Source: an optimization exercise on an open RTL-to-GDS flow (aim: small area, a short achievable clock period and few clock cycles). Production flows keep margins and buffers that such runs may drop.
Function was checked by simulation only, so behaviour that the tests miss may differ from the original.
No activity file was given, so power comes from the tool's default toggle rates.

the baseline:
## cmpsc_expand
module cmpsc_expand (
    input  wire        clk,
    input  wire        rst,
    input  wire        start,
    input  wire [3:0]  cdss,
    input  wire [18:0] origin_pg,      
    input  wire [2:0]  cbn_in,
    input  wire [30:0] src_addr_in,
    input  wire [31:0] src_len_in,
    input  wire [30:0] dst_addr_in,
    input  wire [31:0] dst_len_in,
    input  wire [31:0] budget,
    output reg         busy,
    output reg         done,
    output reg  [2:0]  status,
    output reg  [2:0]  cbn_out,
    output reg  [30:0] src_addr_out,
    output reg  [31:0] src_len_out,
    output reg  [30:0] dst_addr_out,
    output reg  [31:0] dst_len_out,
    output reg         mem_req,
    output reg         mem_we,
    output reg  [27:0] mem_addr,
    output wire [63:0] mem_wdata,
    output wire [7:0]  mem_wstrb,
    input  wire        mem_gnt,
    input  wire        mem_rvalid,
    input  wire [63:0] mem_rdata
);
clock: 10.0 ns
lec_check: 0
abc_clock_period_in_ps: 4000
cap_margin: 20
core_margin: 2
core_utilization: 55
place_density: 0.7
setup_slack_margin: 5
slew_margin: 20
standard.sh (not shown) runs the stock make flow with config.mk's settings and CLKGATE_MAP_FILE= SYNTH_SCRIPT=/design/flow/synth_recipe.tcl, a recipe that flattens the netlist after the stock synthesis.
==> flow/flow/run.sh <==
#!/bin/bash
# The standard ORFS flow (standard synthesis included), with these changes:
# - the resizer may swap cells of a different footprint (so the port
#   buffers can be resized),
# - every input and output port still gets a buffer, a plain buf_1,
# - the clock tree is built from smaller buffers (clkbuf_4, clkbuf_8 at the
#   root), without dummy loads.
# make's output goes to layout.log; ORFS keeps each step's log under orfs/logs.
set -o pipefail
bash standard.sh \
    MATCH_CELL_FOOTPRINT=0 \
    SETUP_SLACK_MARGIN=6.5 \
    "BUFFER_PORTS_ARGS=-buffer_cell sky130_fd_sc_hd__buf_1" \
    "CTS_ARGS=-sink_clustering_enable -repair_clock_nets -buf_list sky130_fd_sc_hd__clkbuf_4 -root_buf sky130_fd_sc_hd__clkbuf_8 -dont_use_dummy_load" \
    finish > layout.log 2>&1
Testbench counts of the baseline, summed over its fixed seeds: cycles 31,584.
Relative to the baseline, the following input files were edited for the candidate:
--- a/flow/design.v
+++ b/flow/design.v
@@ -68,15 +68,16 @@
     reg        wnz;           
     reg        w2v;           
     assign mem_wdata = wdat;
     assign mem_wstrb = wstrb;
     wire w_pres   = wv & wnz & ~rv;
     wire w_step   = wv & (~wnz | (~rv & mem_gnt));    
     wire free_nx  = ~wv | (~w2v & (~wnz | (~rv & mem_gnt)));
-    wire [12:0] wmask    = 13'h1fff >> (3'd5 - c);
+    reg  [3:0]  wm;           
+    wire [12:0] wmask    = {wm, 9'h1ff};
     wire [4:0]  cbn_w    = {2'b00, cbn_out} + {2'b01, c};
     wire [1:0]  need     = (cbn_w[2:0] != 3'd0) ? (cbn_w[4:3] + 2'd1) : cbn_w[4:3];
     wire [1:0]  adv      = cbn_w[4:3];
     wire [2:0]  lane     = src_addr_out[2:0];
     wire [3:0]  span     = {1'b0, lane} + {2'b00, need};
     wire [79:0] sb_shl   = {sbuf, 16'b0} << {lane, 3'b000};
     wire [23:0] win      = ahead ? (lane[0] ? {stail[7:0], sbuf[63:48]} : {stail, sbuf[63:56]})
@@ -108,14 +109,15 @@
         x_short  <= (src_len_out[31:2] == 30'd0) && (src_len_out[1:0] < need);
         x_bud    <= committed && (rem[32] || (rem == 33'd0));
         x_dz     <= (dst_len_out == 32'd0);
         x_dhz    <= (dst_len_out[31:9] == 23'd0);
     end
     wire [27:0] src_dw   = src_addr_out[30:3];
     wire        go_next  = xv && !x_short && !x_bud && sv && !(x_cross && !ahead) && !x_lit;
+    wire        src_next = xv && !x_short && !x_bud && (!sv || (x_cross && !ahead));
     function [27:0] ent_dw;
         input [12:0] p;
         reg   [4:0]  s;
         begin
             s      = {1'b0, origin[3:0]} + {1'b0, p[12:9]};
             ent_dw = {s[4] ? ohi1 : origin[14+4:4], s[3:0], p[8:0]};
         end
@@ -268,14 +270,16 @@
             end
             case (state)
             S_IDLE: begin
                 xv <= 1'b0;
                 dv <= 1'b0;
                 if (start) begin
                     c            <= cdss[2:0];
+                    wm           <= {cdss[2:0] >= 3'd5, cdss[2:0] >= 3'd4,
+                                     cdss[2:0] >= 3'd3, cdss[2:0] >= 3'd2};
                     origin       <= origin_pg;
                     rem          <= {1'b0, budget};
                     committed    <= 1'b0;
                     sv           <= 1'b0;
                     ahead        <= 1'b0;
                     cbn_out      <= cbn_in;
                     rsh          <= 5'd16 - {2'b0, cbn_in} - {2'b0, cdss[2:0]};
@@ -399,14 +403,18 @@
                         commit_dst(sym_len);
                         if (nxt) begin
                             state_n = S_P1;
                         end else if (go_next) begin
                             raddr_n = tgt_dw;
                             rv_n    = 1'b1;
                             state_n = S_P1;
+                        end else if (src_next) begin
+                            raddr_n = sv ? src_dw + 28'd1 : src_dw;
+                            rv_n    = 1'b1;
+                            state_n = S_SRC;
                         end else begin
                             state_n = S_BOUND;
                         end
                     end else begin
                         if (!nxt) rv_n = 1'b1;
                         state_n = S_P2;
                     end
==> notes.md <==
Between the baseline and the candidate, the flow reports cell area after technology mapping increasing slightly. In the candidate, the basic-gate share of the synthesized area counting and, or, nand and nor cells came out 0.91 points below the value in the baseline. Total of endpoints with negative setup slack in the final report: the baseline vs the candidate identical. The baseline has higher clock group share of total power than the candidate. ~same clock network contribution to total cell area in the baseline and the candidate. The flow did not stop early for the candidate: all stages ran, and the layout cleared the timing, DRC and antenna checks. Length of routed met3 wiring, the baseline and the candidate: larger value in the candidate. Between the candidate and the baseline, it is the candidate whose net switching fraction of the power is higher, by 3.6 points. Critical path depth down 2 in the candidate wrt the baseline. On first-iteration DRC count: the candidate sits above the baseline. Relative to the baseline, number of detailed-routing iterations run before antenna repair has increased by 1 in the candidate. Taking the baseline as the reference, in the candidate multi-input combinational area share decreased 0.38 points; total chip power increased about 17%; met1 usage decreased 1.7 points.
Testbench counts of the candidate, summed over its fixed seeds: cycles 31,270.

## re-timing with driven ports
No port has a modelled driver above. Below, the same layouts with a new extraction and two added sets of constraints.
Step 1 assumes that a clkbuf_16 drives the clock port and a buf_2 every other input.
Step 2 also shifts input and output timing later by t, the mid clock arrival at the registers, as if the neighbouring blocks saw the same clock.
Slacks: ideal / step 1 / step 2; pairs: ideal / step 1.
run | shift t [ns] | setup WS [ns] | worst hold slack (ns) | worst data-port slew with drivers (ns)
the baseline | 0.837 | 6.437 / 6.404 / 5.578 | 0.454 / 0.454 / 0.454 | 0.13
the candidate | 0.868 | 6.279 / 6.296 / 5.428 | 0.458 / 0.458 / 0.458 | 0.10
After both steps every run listed still meets setup and hold. The setup slack of the baseline, which loses most, moves by -0.033 ns with the drivers and by -0.859 ns with both steps.
